What follows belongs to an exercise in optimizing a design on an open flow for small area, a short achievable clock period and few clock cycles per item; a production flow would make more cautious choices. No run shown here included a check of the RTL's function; only the layout flow was run. Power figures rest on the tool's default switching activity, not on a simulated workload.

--- flow/config.mk ---
export PLATFORM = sky130hd
export DESIGN_NAME = bdgr_dec
export DESIGN_NICKNAME = bdgr_dec
export VERILOG_FILES = /design/flow/design.v
export SDC_FILE = /design/flow/constraint.sdc
export NUM_CORES = 4
export LEC_CHECK = 0
export ABC_AREA = 1
export CAP_MARGIN = 20
export CORE_MARGIN = 2
export CORE_UTILIZATION = 40
export SETUP_SLACK_MARGIN = 5
export SLEW_MARGIN = 20
--- flow/constraint.sdc ---
create_clock -name core_clock -period 12.0 [get_ports {clk}]
set_input_delay 2.4000 -clock core_clock [delete_from_list [all_inputs] [get_ports {clk}]]
set_output_delay 2.4000 -clock core_clock [all_outputs]
set_load 0.01 [all_outputs]
--- flow/design.v ---
module bdgr_dec (
    input  wire        clk,
    input  wire        rst,
    input  wire        start,
    input  wire [15:0] width,
    input  wire [15:0] height,
    input  wire        pred_med,
    output wire        busy,
    output wire        mismatch,
    input  wire        in_valid,
    input  wire [63:0] in_word,
    output wire        in_ready,
    output wire        out_valid,
    output wire [7:0]  out_pix,
    output wire        out_last,
    input  wire        out_ready,
    input  wire [7:0]  up_pix
);
    localparam [2:0] S_IDLE = 3'd0, S_HDR = 3'd1, S_DEC = 3'd2, S_MISM = 3'd3,
                     S_FLUSH = 3'd4;
    reg [2:0]  state;
    reg        mism_r;
    reg        med_r;
    reg [15:0] w_r;
    reg [15:0] cx, cy;        
    reg        dfc, dfr;      
    reg [19:0] t_r;           
    reg [6:0]  q;             
    reg        pv;            
    reg [7:0]  pr;            
    reg [1:0]  pcls;          
    reg        plast;
    reg [7:0]  prev;          
    reg [7:0]  up_prev;       
    reg [2:0] k;              
    always @(*) begin
        if      (pr <= 8'd1)   k = 3'd0;
        else if (pr <= 8'd4)   k = 3'd1;
        else if (pr <= 8'd8)   k = 3'd2;
        else if (pr <= 8'd16)  k = 3'd3;
        else if (pr <= 8'd32)  k = 3'd4;
        else if (pr <= 8'd64)  k = 3'd5;
        else if (pr <= 8'd128) k = 3'd6;
        else                   k = 3'd7;
    end
    wire [6:0] qk = q + 7'd1 + {4'd0, k};     
    wire [6:0] qe = q + 7'd20;                
    reg [17:0] th84, th20;
    integer j;
    always @(*) begin
        for (j = 0; j <= 17; j = j + 1) begin
            th84[j] = (q <= 83 - j);
            th20[j] = (q <= 19 - j);
        end
    end
    wire [17:0] th84s = th84 >> k;
    wire [17:0] th20s = th20 >> k;
    wire [10:0] fit84 = th84s[10:0];
    wire [10:0] fit20 = th20s[10:0];
    wire esc84 = (q <= 7'd64);
    wire esc20 = (q == 7'd0);
    wire [83:0] s  = {in_word, t_r};
    wire [82:0] s6 = q[6] ? {63'd0, s[83:64]} : s[82:0];
    wire [50:0] s5 = q[5] ? s6[82:32] : s6[50:0];
    wire [34:0] s4 = q[4] ? s5[50:16] : s5[34:0];
    wire [26:0] s3 = q[3] ? s4[34:8]  : s4[26:0];
    wire [22:0] s2 = q[2] ? s3[26:4]  : s3[22:0];
    wire [20:0] s1 = q[1] ? s2[22:2]  : s2[20:0];
    wire [19:0] win = q[0] ? s1[20:1] : s1[19:0];
    wire       lo8  = |win[7:0];
    wire       lo4  = |win[3:0];
    wire [3:0] nib  = lo4 ? win[3:0] : win[7:4];
    wire [1:0] zl   = nib[0] ? 2'd0 : nib[1] ? 2'd1 : nib[2] ? 2'd2 : 2'd3;
    wire [1:0] zh   = win[8] ? 2'd0 : win[9] ? 2'd1 : win[10] ? 2'd2 : 2'd3;
    wire [3:0] z    = lo8 ? {1'b0, ~lo4, zl} : {2'b10, zh};
    wire esc = ~|win[10:0];
    wire [14:0] u3   = z[3] ? {4'd0, win[19:9]} : win[15:1];
    wire [10:0] u2   = z[2] ? u3[14:4] : u3[10:0];
    wire [8:0]  u1   = z[1] ? u2[10:2] : u2[8:0];
    wire [7:0]  rest = z[0] ? u1[8:1]  : u1[7:0];
    wire [7:0]  m    = rest & ((8'd1 << k) - 8'd1);
    wire [14:0] rq   = ({11'd0, z} << k) | {7'd0, m};
    wire [7:0]  r    = esc ? win[19:12] : rq[7:0];
    wire have = in_valid ? (|(win[10:0] & fit84) | (esc & esc84))
                         : (|(win[10:0] & fit20) | (esc & esc20));
    wire last_col = (cx == 16'd1);
    wire last_row = (cy == 16'd1);
    wire last_sym = last_col & last_row;
    wire [7:0] d  = pr[0] ? ~{1'b0, pr[7:1]} : {1'b0, pr[7:1]};    
    wire [7:0] na = prev;
    wire [7:0] nb = up_pix;
    wire [7:0] nc = up_prev;
    function [7:0] padd(input [7:0] a, input [7:0] b, input ci);
        reg [7:0] g, p, gg, pp;
        integer i, l;
        begin
            g = a & b;
            p = a ^ b;
            gg = g; pp = p;
            for (l = 1; l < 8; l = l * 2)
                for (i = 7; i >= l; i = i - 1) begin
                    gg[i] = gg[i] | (pp[i] & gg[i-l]);
                    pp[i] = pp[i] & pp[i-l];
                end
            padd[0] = p[0] ^ ci;
            for (i = 1; i < 8; i = i + 1)
                padd[i] = p[i] ^ (gg[i-1] | (pp[i-1] & ci));
        end
    endfunction
    wire [7:0] va = na + d;                   
    wire [7:0] cs = na ^ ~nc ^ d;             
    wire [7:0] cc = (na & ~nc) | (na & d) | (~nc & d);
    wire [7:0] e  = padd(cs, {cc[6:0], 1'b1}, 1'b0);
    wire [7:0] vb = padd(nb, d, 1'b0);        
    wire [7:0] vc = padd(nb, e, 1'b0);        
    function [1:0] cmp8(input [7:0] a, input [7:0] b);
        reg [7:0] l, q;
        reg [3:0] l2, q2;
        reg [1:0] l4, q4;
        integer i;
        begin
            l = ~a & b;
            q = ~(a ^ b);
            for (i = 0; i < 4; i = i + 1) begin
                l2[i] = l[2*i+1] | (q[2*i+1] & l[2*i]);
                q2[i] = q[2*i+1] & q[2*i];
            end
            for (i = 0; i < 2; i = i + 1) begin
                l4[i] = l2[2*i+1] | (q2[2*i+1] & l2[2*i]);
                q4[i] = q2[2*i+1] & q2[2*i];
            end
            cmp8 = {l4[1] | (q4[1] & l4[0]), q4[1] & q4[0]};
        end
    endfunction
    wire [1:0] cab = cmp8(na, nb);
    wire [1:0] ccb = cmp8(nc, nb);
    wire [1:0] cca = cmp8(nc, na);
    wire le_a   = ~cca[1];                    
    wire lt     = cab[1];                     
    wire c_lt_b = ccb[1];                     
    wire c_le_b = ccb[1] | ccb[0];            
    wire med    = pcls[1];
    wire sel_b  = (pcls == 2'd1) | (med & (le_a ^ lt));
    wire sel_c  = med & (le_a ? c_lt_b : ~c_le_b);
    wire sel_a  = ~sel_b & ~sel_c;
    wire [7:0] v = ({8{sel_a}} & va) | ({8{sel_b}} & vb) | ({8{sel_c}} & vc);
    wire flush_word = (q > 7'd20);            
    assign busy      = (state != S_IDLE);
    assign mismatch  = mism_r;
    assign in_ready  = ((state == S_DEC) & q[6]) | (state == S_MISM) |
                       ((state == S_FLUSH) & flush_word);
    assign out_valid = pv & ((state != S_FLUSH) | ~flush_word | in_valid);
    assign out_pix   = v;
    assign out_last  = plast;
    wire hdr_ok   = (in_word[15:0] == cx) & (in_word[31:16] == cy);
    wire dec_on   = (state == S_DEC) | ((state == S_HDR) & hdr_ok);
    wire take     = in_valid & in_ready;
    wire out_fire = out_valid & out_ready;
    wire dec_fire = dec_on & have & (~pv | out_ready);
    wire [6:0] qa = dec_fire ? (esc ? qe : qk + {3'd0, z}) : q;
    always @(posedge clk) begin
        if (rst) begin
            state  <= S_IDLE;
            mism_r <= 1'b0;
            pv     <= 1'b0;
        end else begin
            if (dec_fire) begin
                pv    <= 1'b1;
                pr    <= r;
                pcls  <= (~med_r | dfr) ? 2'd0 : (dfc ? 2'd1 : 2'd2);
                plast <= last_sym;
            end else if (out_fire) begin
                pv    <= 1'b0;
            end
            if (out_fire) begin
                prev    <= v;
                up_prev <= up_pix;
            end
            if (dec_fire) begin
                if (last_col) begin
                    cx  <= w_r;
                    cy  <= cy - 16'd1;
                    dfc <= 1'b1;
                    dfr <= 1'b0;
                end else begin
                    cx  <= cx - 16'd1;
                    dfc <= 1'b0;
                end
            end
            if ((state == S_DEC) | (state == S_HDR))
                q <= {qa[6] & ~take, qa[5:0]};
            else if (take)
                q <= 7'd0;
            if (take)
                t_r <= in_word[63:44];
            case (state)
                S_IDLE: begin
                    if (start) begin
                        state  <= S_HDR;
                        mism_r <= 1'b0;
                        med_r  <= pred_med;
                        w_r    <= width;
                        cx     <= width;
                        cy     <= height;
                        dfc    <= 1'b1;
                        dfr    <= 1'b1;
                        prev   <= 8'd0;
                        pr     <= 8'd255;
                        q      <= 7'd52;
                    end
                end
                S_HDR: begin
                    if (dec_fire & last_sym)
                        state <= S_FLUSH;
                    else if (in_valid)
                        state <= hdr_ok ? S_DEC : S_MISM;
                end
                S_MISM: begin
                    if (in_valid) begin
                        mism_r <= 1'b1;
                        state  <= S_IDLE;
                    end
                end
                S_DEC: begin
                    if (dec_fire & last_sym)
                        state <= S_FLUSH;
                end
                S_FLUSH: begin
                    if (out_fire & plast)
                        state <= S_IDLE;
                end
                default: state <= S_IDLE;
            endcase
        end
    end
endmodule
--- flow/flow/run.sh ---
#!/bin/bash
# The standard layout, with plain buf_1 cells as the port buffers (the
# resizer still upsizes them where timing needs it).
set -euo pipefail
export BUFFER_PORTS_ARGS="-buffer_cell sky130_fd_sc_hd__buf_1"
bash standard.sh > standard.log 2>&1
--- flow/standard.sh ---
#!/bin/bash
# synth_recipe.tcl (not shown) runs the flow's synth.tcl, then flattens the netlist and writes it again
# the make line also repeats each setting of config.mk as NAME=value (left out here)
make -C /OpenROAD-flow-scripts/flow DESIGN_CONFIG=/design/flow/config.mk WORK_HOME=/design/flow/orfs CLKGATE_MAP_FILE= SYNTH_SCRIPT=/design/flow/synth_recipe.tcl "${@:-finish}"
==> report_table.html, run 1 <==
<table>
<tr><th>Metric</th><th>Value</th></tr>
<tr><th colspan="2">Run status</th></tr>
<tr><td>Status</td><td>timing/DRC/antenna clean</td></tr>
<tr><th colspan="2">Setup path</th></tr>
<tr><td>Register-to-Register Path Depth</td><td>29</td></tr>
<tr><td>Destination of the worst register-to-register timing path</td><td>q[6]</td></tr>
<tr><td>Family with the most delay on the worst path</td><td>compound AO/OA/AOI/OAI gates</td></tr>
<tr><td>Kind of start point of the critical path</td><td>input port</td></tr>
<tr><td>Internal reg-to-reg setup slack</td><td>5800 ps</td></tr>
<tr><td>Critical R2R Launch</td><td>q[6]</td></tr>
<tr><td>Crit Path Category</td><td>in2out</td></tr>
<tr><td>Biggest cell delay along the critical path</td><td>260 ps</td></tr>
<tr><td>Cell type with the highest occurrence count on the critical path</td><td>sky130_fd_sc_hd__buf_6</td></tr>
<tr><td>Data required time at the worst endpoint</td><td>9600 ps</td></tr>
<tr><td>CP Buf/Inv Count</td><td>3</td></tr>
<tr><td>Endpoint type of the worst setup path</td><td>output port</td></tr>
<tr><td>Critical path origin</td><td>up_pix[1]</td></tr>
<tr><td>Cells traversed along the worst timing path</td><td>buf_6 &gt; ha_4 &gt; a31o_4 &gt; nand3_2 &gt; nand2_2 &gt; a21o_1 &gt; a21oi_2 &gt; o21ai_1 &gt; or2_4 &gt; a31oi_4 &gt; buf_6 &gt; nand3b_1 &gt; o211ai_1 &gt; buf_2</td></tr>
<tr><td>Critical Path Fanout Max</td><td>6</td></tr>
<tr><td>Arr. time, crit path</td><td>4480 ps</td></tr>
<tr><td>Slowest library cell on the worst path</td><td>sky130_fd_sc_hd__or2_4</td></tr>
<tr><th colspan="2">Routing</th></tr>
<tr><td>Detail-routed via count per cell</td><td>5.58</td></tr>
<tr><td>Post-DRT Antenna Nets</td><td>0</td></tr>
<tr><td>Remaining design rule violation count</td><td>0</td></tr>
<tr><td>Routed WL</td><td>47100 µm</td></tr>
<tr><td>Wire length per cell</td><td>18.0 µm</td></tr>
<tr><td>Violation count after the first detailed-route iteration</td><td>1455</td></tr>
<tr><td>Via count of the routed design</td><td>14600</td></tr>
<tr><td>Pre-Repair DR Iteration Count</td><td>6</td></tr>
<tr><th colspan="2">Power and ir drop</th></tr>
<tr><td>Sw frac</td><td>0.584</td></tr>
<tr><td>Reported leakage power</td><td>0.00641 µW</td></tr>
<tr><td>Clock network fraction of design power</td><td>0.070</td></tr>
<tr><td>Total power per unit cell area</td><td>322 nW/µm²</td></tr>
<tr><td>Psw</td><td>2750 µW</td></tr>
<tr><td>Max VDD drop</td><td>0.000153 V</td></tr>
<tr><td>Part of the total power dissipated in combinational logic</td><td>0.787</td></tr>
<tr><td>Sequential share of power</td><td>0.142</td></tr>
<tr><td>Int Pwr</td><td>1950 µW</td></tr>
<tr><th colspan="2">Run</th></tr>
<tr><td># Max-Cap Violations</td><td>0</td></tr>
<tr><th colspan="2">Synth</th></tr>
<tr><td>Most repeated cell in the gate-level netlist after synthesis</td><td>sky130_fd_sc_hd__nand2_1</td></tr>
<tr><td>Top cells by instance count after synthesis</td><td>sky130_fd_sc_hd__nand2_1, sky130_fd_sc_hd__nand3_1, sky130_fd_sc_hd__inv_1</td></tr>
<tr><td>Leading post-synthesis cells by cell area</td><td>sky130_fd_sc_hd__edfxtp_1, sky130_fd_sc_hd__nand2_1, sky130_fd_sc_hd__nand3_1</td></tr>
<tr><td>Post-synth EDFFs</td><td>105</td></tr>
<tr><td>Area of the mapped netlist</td><td>13400 µm²</td></tr>
<tr><td>Total number of yosys warnings</td><td>1</td></tr>
<tr><td>Synth unique cells</td><td>57</td></tr>
<tr><td>Sequential fraction of the synthesis area</td><td>0.244</td></tr>
<tr><td>Primary FF master, synth</td><td>sky130_fd_sc_hd__edfxtp_1</td></tr>
<tr><td>Ys async rst share</td><td>0</td></tr>
<tr><td>Average size of a mapped cell</td><td>6.34 µm²</td></tr>
<tr><td>Area fraction of the dominant cell type after synthesis</td><td>0.236</td></tr>
<tr><td>Post-synth top area cell</td><td>sky130_fd_sc_hd__edfxtp_1</td></tr>
<tr><td>Net count after synthesis</td><td>2300</td></tr>
<tr><td>Number of storage elements in the synthesis netlist</td><td>110</td></tr>
<tr><td>Post-synthesis instance total</td><td>2106</td></tr>
<tr><th colspan="2">Clock network</th></tr>
<tr><td>Cell at the root of the clock tree</td><td>sky130_fd_sc_hd__clkbuf_16</td></tr>
<tr><td>Clock input transition at the sequential cells of the worst setup and hold paths</td><td>90 ps</td></tr>
<tr><td>Post-CTS Hold Fix Bufs</td><td>0</td></tr>
<tr><td>Worst skew pair latency</td><td>400 ps</td></tr>
<tr><td>Number of buffers inserted during clock tree synthesis</td><td>9</td></tr>
<tr><td>Buffer depth of the longest clock path</td><td>2</td></tr>
<tr><td>Number of clock sinks seen by CTS</td><td>110</td></tr>
<tr><td>Clock tree from TritonCTS</td><td>built</td></tr>
<tr><td>Count of H-tree levels built during CTS</td><td>3</td></tr>
<tr><th colspan="2">Layout</th></tr>
<tr><td>Fraction of layout instances using a drive strength above 1</td><td>0.0546</td></tr>
<tr><td>Ant. Diodes</td><td>0</td></tr>
<tr><td>Net count, final</td><td>2370</td></tr>
<tr><td>Cell area after layout</td><td>14600 µm²</td></tr>
<tr><td>Area delta synth-&gt;final</td><td>9.29%</td></tr>
<tr><th colspan="2">STA</th></tr>
<tr><td>Period Utilization, post-route</td><td>0.573</td></tr>
<tr><td>Clock period minus final worst setup slack</td><td>6880 ps</td></tr>
<tr><td>Slew of the pin with the lowest slew margin</td><td>1020 ps</td></tr>
<tr><td>Highest achievable clock rate</td><td>0.145 GHz</td></tr>
<tr><td>Endpoints failing setup</td><td>0</td></tr>
<tr><td>Clock tree skew after final layout</td><td>22.7 ps</td></tr>
<tr><td>Final Hold Violating Endpoints</td><td>0</td></tr>
<tr><td>Worst rel slew slack</td><td>0.320</td></tr>
<tr><td>Final-layout setup total negative slack</td><td>0 ps</td></tr>
<tr><td>Unrepaired setup endpoints after global routing</td><td>true</td></tr>
<tr><td>Final Slew Violations</td><td>0</td></tr>
<tr><th colspan="2">Die</th></tr>
<tr><td>Die Ht</td><td>187 µm</td></tr>
<tr><td>Placeable core region</td><td>32700 µm²</td></tr>
<tr><td>X dimension of the die</td><td>187 µm</td></tr>
<tr><td>I/O pin cnt</td><td>123</td></tr>
<tr><td>Initial core utilization</td><td>0.408</td></tr>
<tr><td>Row count</td><td>66</td></tr>
<tr><td>Die ar.</td><td>34900 µm²</td></tr>
<tr><th colspan="2">Hold path</th></tr>
<tr><td>Hold Path Sink</td><td>mism_r</td></tr>
<tr><td>Number of cells on the worst hold path</td><td>2</td></tr>
<tr><td>Launch point of the worst hold path</td><td>mism_r</td></tr>
<tr><td>Worst Hold Class</td><td>reg2reg</td></tr>
<tr><th colspan="2">Global route</th></tr>
<tr><td>Vias in the first global route</td><td>13500</td></tr>
<tr><td>Remaining global-route overflow</td><td>0</td></tr>
<tr><td>Number of antenna violations at the first check in global routing</td><td>0</td></tr>
<tr><td>Wire length of the first global-routing pass</td><td>74500 µm</td></tr>
<tr><td>Pin count of the biggest net entering global routing</td><td>60</td></tr>
<tr><td>GRT Total Usage</td><td>0.268</td></tr>
<tr><th colspan="2">Place</th></tr>
<tr><td>Port bufs</td><td>122</td></tr>
<tr><td>Detailed-placement wirelength estimate</td><td>36100 µm</td></tr>
<tr><td>Placer congestion estimate</td><td>0.980</td></tr>
<tr><td>Standard cell area after detailed placement</td><td>14100 µm²</td></tr>
</table>
registers in the layout, summed over array words and instances, names as in the netlist:
register  count
t_r          20
up_prev       8
pr            8
med_r         1
state         3
dfc           1
w_r          16
mism_r        1
dfr           1
cy           16
prev          8
pcls          2
q             7
plast         1
pv            1
cx           16
per-stage QoR:
stage | util | hold slack (ps) | setup slack, ps | power (µW) | cells
5_1_grt | 0.446 | 510 | 4980 | 5180 | 2623
6_report | 0.446 | 490 | 5120 | 4700 | 2623
4_1_cts | 0.442 | 490 | 5010 | 4630 | 2620
2_1_floorplan | - | 459 | 5080 | 3340 | 2106
3_5_place_dp | 0.430 | 476 | 4190 | 4240 | 2599
3_3_place_gp | 0.430 | 463 | 4240 | 4220 | 2599
layer usage:
layer | GRT usage | share of wire
met5 | 0 | 0
met2 | 0.424 | 0.45
met4 | 0.0931 | 0.035
met3 | 0.0372 | 0.069
met1 | 0.373 | 0.45
power groups by stage:
stage                     Clock (µW)  Combinational (µW)  Sequential, µW
after floorplan                    0                2710             627
after global placement             0                3550             677
after detailed placement           0                3560             678
after CTS                        339                3630             667
after global routing             348                4150             681
final                            330                3700             669
kinds of logic (layout without fill, tap and decap cells):
logic type | Yosys count | count (layout) | synth area share
compound gates | 324 | 324 | 0.140
xor+xnor | 64 | 64 | 0.0420
fa+ha+maj | 84 | 84 | 0.0866
buf+inv | 312 | 386 | 0.0965
flops | 110 | 110 | 0.244
mux | 1 | 1 | 0.000750
simple gates | 1211 | 1212 | 0.391
what timing repair did:
item / CTS / global route
resized for setup: 14 / 21
pin swaps: 3 / 11
endpoints found under the setup margin: 8 / 8
cloned: 0 / 1
setup buffers: 5 / 2
worst max path at each step:
| stage | endpoint | slack [ps] | cells after the start |
|---|---|---|---|
| after CTS | out_pix[2] | 5010 | 14 |
| after detailed placement | out_pix[7] | 4190 | 14 |
| after global placement | out_pix[7] | 4240 | 14 |
| after global routing | out_pix[3] | 4980 | 12 |
| final | out_pix[2] | 5120 | 14 |
| after floorplan | out_pix[7] | 5080 | 12 |
worst reg2reg max path: cells and delay by family, from the launching register on:
family                     cells  cell delay [ps]
DFF                            1              680
AOI/OAI and AO/OA              6             1060
adders and majority gates      3              810
buffers and inverters          7             1450
and+or+nand+nor               13             2050
layout by cell type, fill, tap and decap left out, drive strengths merged, types with 2 or more instances in the layout:
cell type | Yosys | routed
nand2 | 621 | 621
nand3 | 339 | 339
inv | 219 | 220
nor2 | 176 | 177
buf | 53 | 143
o21ai | 136 | 136
edfxtp | 105 | 105
a21oi | 98 | 98
ha | 70 | 70
o211ai | 37 | 37
xnor2 | 35 | 35
xor2 | 29 | 29
nand4 | 20 | 20
nor3 | 19 | 19
a31oi | 15 | 15
fa | 14 | 14
clkbuf | 36 | 13
or2 | 12 | 12
nor4 | 10 | 10
clkinv | 4 | 9
nand3b | 8 | 8
o2111ai | 6 | 6
dfxtp | 5 | 5
a21boi | 4 | 4
o31ai | 4 | 4
o22ai | 4 | 4
o21a | 3 | 3
a22oi | 3 | 3
o221ai | 3 | 3
a221oi | 2 | 2
and3 | 2 | 2
a21o | 2 | 2
o21bai | 2 | 2
a211oi | 2 | 2
area by class of cell:
type,count,area [µm²]
Fill cell,3590,18100
Tap cell,442,553
Timing Repair Buffer,147,666
Clock inverter,7,92.6
Sequential cell,110,3250
Inverter,223,840
Multi-Input combinational cell,1685,8960
Clock buffer,9,225
==> inputs of run 2 (changes only) <==
--- a/flow/config.mk
+++ b/flow/config.mk
@@ -6,8 +6,8 @@
 export NUM_CORES = 4
 export LEC_CHECK = 0
 export ABC_AREA = 1
-export CAP_MARGIN = 20
+export CAP_MARGIN = 5
 export CORE_MARGIN = 2
 export CORE_UTILIZATION = 40
 export SETUP_SLACK_MARGIN = 5
-export SLEW_MARGIN = 20
+export SLEW_MARGIN = 5
==> run 2 against run 1 <==
Sequential power is essentially flat. Combinational power is essentially flat. Register-to-register slack is essentially flat. Total power is the same. Area after synthesis is the same. Core utilization is the same.
==> report_table.html, run 2 <==
<table>
<tr><th>Metric</th><th>Value</th></tr>
<tr><th colspan="2">Synth</th></tr>
<tr><td>Sequential fraction of the synthesis area</td><td>0.244</td></tr>
<tr><td>Ys async rst share</td><td>0</td></tr>
<tr><td>Post-synthesis instance total</td><td>2106</td></tr>
<tr><td>Area fraction of the dominant cell type after synthesis</td><td>0.236</td></tr>
<tr><td>Total number of yosys warnings</td><td>1</td></tr>
<tr><td>Synth unique cells</td><td>57</td></tr>
<tr><td>Primary FF master, synth</td><td>sky130_fd_sc_hd__edfxtp_1</td></tr>
<tr><td>Post-synth EDFFs</td><td>105</td></tr>
<tr><td>Top cells by instance count after synthesis</td><td>sky130_fd_sc_hd__nand2_1, sky130_fd_sc_hd__nand3_1, sky130_fd_sc_hd__inv_1</td></tr>
<tr><td>Area of the mapped netlist</td><td>13400 µm²</td></tr>
<tr><td>Net count after synthesis</td><td>2300</td></tr>
<tr><td>Average size of a mapped cell</td><td>6.34 µm²</td></tr>
<tr><td>Post-synth top area cell</td><td>sky130_fd_sc_hd__edfxtp_1</td></tr>
<tr><td>Leading post-synthesis cells by cell area</td><td>sky130_fd_sc_hd__edfxtp_1, sky130_fd_sc_hd__nand2_1, sky130_fd_sc_hd__nand3_1</td></tr>
<tr><td>Most repeated cell in the gate-level netlist after synthesis</td><td>sky130_fd_sc_hd__nand2_1</td></tr>
<tr><td>Number of storage elements in the synthesis netlist</td><td>110</td></tr>
<tr><th colspan="2">Run</th></tr>
<tr><td># Max-Cap Violations</td><td>0</td></tr>
<tr><th colspan="2">Setup path</th></tr>
<tr><td>Critical Path Fanout Max</td><td>6</td></tr>
<tr><td>Cells traversed along the worst timing path</td><td>buf_6 &gt; ha_4 &gt; a31o_4 &gt; nand3_2 &gt; nand2_2 &gt; a21o_1 &gt; a21oi_2 &gt; o21ai_1 &gt; or2_4 &gt; a31oi_4 &gt; buf_6 &gt; nand3b_1 &gt; o211ai_1 &gt; buf_2</td></tr>
<tr><td>Endpoint type of the worst setup path</td><td>output port</td></tr>
<tr><td>Register-to-Register Path Depth</td><td>29</td></tr>
<tr><td>Critical R2R Launch</td><td>q[6]</td></tr>
<tr><td>Kind of start point of the critical path</td><td>input port</td></tr>
<tr><td>Crit Path Category</td><td>in2out</td></tr>
<tr><td>Biggest cell delay along the critical path</td><td>260 ps</td></tr>
<tr><td>Slowest library cell on the worst path</td><td>sky130_fd_sc_hd__or2_4</td></tr>
<tr><td>Destination of the worst register-to-register timing path</td><td>q[6]</td></tr>
<tr><td>Cell type with the highest occurrence count on the critical path</td><td>sky130_fd_sc_hd__buf_6</td></tr>
<tr><td>Internal reg-to-reg setup slack</td><td>5800 ps</td></tr>
<tr><td>Critical path origin</td><td>up_pix[1]</td></tr>
<tr><td>Timing endpoint of the critical path</td><td>out_pix[2]</td></tr>
<tr><td>Arr. time, crit path</td><td>4480 ps</td></tr>
<tr><td>Data required time at the worst endpoint</td><td>9600 ps</td></tr>
<tr><th colspan="2">Power and ir drop</th></tr>
<tr><td>Psw</td><td>2750 µW</td></tr>
<tr><td>Int Pwr</td><td>1950 µW</td></tr>
<tr><td>Clock network fraction of design power</td><td>0.070</td></tr>
<tr><td>Sw frac</td><td>0.584</td></tr>
<tr><td>Max VDD drop</td><td>0.000153 V</td></tr>
<tr><td>Reported leakage power</td><td>0.00641 µW</td></tr>
<tr><td>Part of the total power dissipated in combinational logic</td><td>0.787</td></tr>
<tr><td>Total power per unit cell area</td><td>322 nW/µm²</td></tr>
<tr><td>Sequential share of power</td><td>0.142</td></tr>
<tr><th colspan="2">Layout</th></tr>
<tr><td>Fraction of layout instances using a drive strength above 1</td><td>0.0546</td></tr>
<tr><td>Net count, final</td><td>2370</td></tr>
<tr><td>Most common cell after layout, fill and taps aside</td><td>sky130_fd_sc_hd__nand2_1</td></tr>
<tr><td>Register with the highest flop count</td><td>t_r</td></tr>
<tr><td>Ant. Diodes</td><td>0</td></tr>
<tr><td>Commonest cells after routing, fill and taps aside</td><td>sky130_fd_sc_hd__nand2_1, sky130_fd_sc_hd__nand3_1, sky130_fd_sc_hd__inv_1</td></tr>
<tr><td>Number of flip-flops in the largest register</td><td>20</td></tr>
<tr><td>Area delta synth-&gt;final</td><td>9.29%</td></tr>
<tr><td>Cell area after layout</td><td>14600 µm²</td></tr>
<tr><th colspan="2">STA</th></tr>
<tr><td>Final Slew Violations</td><td>0</td></tr>
<tr><td>Final-layout setup total negative slack</td><td>0 ps</td></tr>
<tr><td>Unrepaired setup endpoints after global routing</td><td>true</td></tr>
<tr><td>Period Utilization, post-route</td><td>0.573</td></tr>
<tr><td>Highest achievable clock rate</td><td>0.145 GHz</td></tr>
<tr><td>Endpoints failing setup</td><td>0</td></tr>
<tr><td>Clock tree skew after final layout</td><td>22.7 ps</td></tr>
<tr><td>Final Hold Violating Endpoints</td><td>0</td></tr>
<tr><td>Worst rel slew slack</td><td>0.320</td></tr>
<tr><td>Slew of the pin with the lowest slew margin</td><td>1020 ps</td></tr>
<tr><td>Clock period minus final worst setup slack</td><td>6880 ps</td></tr>
<tr><th colspan="2">Run status</th></tr>
<tr><td>Status</td><td>timing/DRC/antenna clean</td></tr>
<tr><th colspan="2">Clock network</th></tr>
<tr><td>Count of H-tree levels built during CTS</td><td>3</td></tr>
<tr><td>Buffer depth of the longest clock path</td><td>2</td></tr>
<tr><td>Cell at the root of the clock tree</td><td>sky130_fd_sc_hd__clkbuf_16</td></tr>
<tr><td>Worst skew pair latency</td><td>400 ps</td></tr>
<tr><td>Clock input transition at the sequential cells of the worst setup and hold paths</td><td>90 ps</td></tr>
<tr><td>Post-CTS Hold Fix Bufs</td><td>0</td></tr>
<tr><td>Number of clock sinks seen by CTS</td><td>110</td></tr>
<tr><td>Number of buffers inserted during clock tree synthesis</td><td>9</td></tr>
<tr><td>Clock tree from TritonCTS</td><td>built</td></tr>
<tr><th colspan="2">Global route</th></tr>
<tr><td>Number of antenna violations at the first check in global routing</td><td>0</td></tr>
<tr><td>Remaining global-route overflow</td><td>0</td></tr>
<tr><td>GRT Total Usage</td><td>0.268</td></tr>
<tr><td>Vias in the first global route</td><td>13500</td></tr>
<tr><td>Pin count of the biggest net entering global routing</td><td>60</td></tr>
<tr><td>Wire length of the first global-routing pass</td><td>74500 µm</td></tr>
<tr><th colspan="2">Die</th></tr>
<tr><td>Placeable core region</td><td>32700 µm²</td></tr>
<tr><td>Initial core utilization</td><td>0.408</td></tr>
<tr><td>Row count</td><td>66</td></tr>
<tr><td>Die Ht</td><td>187 µm</td></tr>
<tr><td>Die ar.</td><td>34900 µm²</td></tr>
<tr><td>I/O pin cnt</td><td>123</td></tr>
<tr><td>X dimension of the die</td><td>187 µm</td></tr>
<tr><th colspan="2">Routing</th></tr>
<tr><td>Remaining design rule violation count</td><td>0</td></tr>
<tr><td>Detail-routed via count per cell</td><td>5.58</td></tr>
<tr><td>Violation count after the first detailed-route iteration</td><td>1455</td></tr>
<tr><td>Post-DRT Antenna Nets</td><td>0</td></tr>
<tr><td>Via count of the routed design</td><td>14600</td></tr>
<tr><td>Wire length per cell</td><td>18.0 µm</td></tr>
<tr><td>Routed WL</td><td>47100 µm</td></tr>
<tr><td>Pre-Repair DR Iteration Count</td><td>6</td></tr>
<tr><th colspan="2">Place</th></tr>
<tr><td>Port bufs</td><td>122</td></tr>
<tr><td>Placer congestion estimate</td><td>0.980</td></tr>
<tr><td>Detailed-placement wirelength estimate</td><td>36100 µm</td></tr>
<tr><td>Standard cell area after detailed placement</td><td>14100 µm²</td></tr>
<tr><th colspan="2">Hold path</th></tr>
<tr><td>Worst Hold Class</td><td>reg2reg</td></tr>
</table>
-- run 2: per-stage QoR --
stage,utilization,worst slack [ps],hold slack [ps],total power [µW],cells
5_1_grt,0.446,4980,510,5180,2623
2_1_floorplan,-,5080,459,3340,2106
6_report,0.446,5120,490,4700,2623
3_5_place_dp,0.430,4190,476,4240,2599
3_3_place_gp,0.430,4240,463,4220,2599
4_1_cts,0.442,5010,490,4630,2620
-- run 2: cell type report --
cell class                      instances  area [µm²]
Timing Repair Buffer                  147         666
Fill cell                            3590       18100
Clock inverter                          7        92.6
Inverter                              223         840
Sequential cell                       110        3250
Tap cell                              442         553
Clock buffer                            9         225
Multi-Input combinational cell       1685        8960
-- run 2: worst min path at each step --
stage	cells after the start	from	slack (ps)	to
after floorplan	2	pv	460	pv
after global placement	2	mism_r	460	mism_r
after detailed placement	2	mism_r	480	mism_r
after CTS	2	mism_r	490	mism_r
after global routing	2	mism_r	510	mism_r
final	2	mism_r	490	mism_r
-- run 2: routing by layer --
layer	global-route usage	up-vias	share of wire	wire [µm]
met5	0	-	0	0
met4	0.0931	0	0.035	1670
met3	0.0372	86	0.069	3260
met2	0.424	592	0.45	21000
met1	0.373	6744	0.45	21200
li1	-	7224	-	-
-- run 2: kinds of logic after synthesis --
kind of cell               count (synthesis)  synth area share
and+or+nand+nor                         1211             0.391
AOI/OAI and AO/OA                        324             0.140
buffers and inverters                    312            0.0965
DFF                                      110             0.244
adders and majority gates                 84            0.0866
xor gates and xnor gates                  64            0.0420
muxes                                      1          0.000750
-- run 2: what timing repair did --
item                       4_1_cts  5_1_grt
resized for setup               14       21
cloned                           0        1
buffers inserted                 5        2
setup endpoints to repair        8        8
pin swaps                        3       11
-- run 2: critical path, delay by kind of cell --
kind | cells | cell delay, ps
AO/OA/AOI/OAI | 6 | 980
adder cells (fa/ha/maj) | 1 | 210
buffers and inverters | 3 | 460
AND/OR/NAND/NOR | 4 | 430
-- run 2: power groups by stage --
stage,clock [µW],sequential [µW],combinational (µW)
after detailed placement,0,678,3560
after floorplan,0,627,2710
after CTS,339,667,3630
after global placement,0,677,3550
final,330,669,3700
after global routing,348,681,4150

[port drivers added, routing unchanged]
No port has a modelled driver above. Below, the same layouts with a new extraction and two added sets of constraints.
Step 1 sets driving cells, clkbuf_16 on the clock port and buf_2 on the other inputs (assumed; they add their load-dependent delay and slew).
Step 2 moves the port delays by t, midway between the first and last clock arrival at a register: inputs arrive t later, outputs are due t later. That takes back most of the time a late clock gives input paths.
Slacks: ideal / step 1 / step 2; pairs: ideal / step 1.
run	t (ns)	setup WS [ns]	latest minus earliest clock arrival (ns)
run 1	0.443	5.119 / 5.084 / 5.084	0.023 / 0.022
run 2	0.443	5.119 / 5.084 / 5.084	0.023 / 0.022
After both steps every run listed still meets setup and hold.
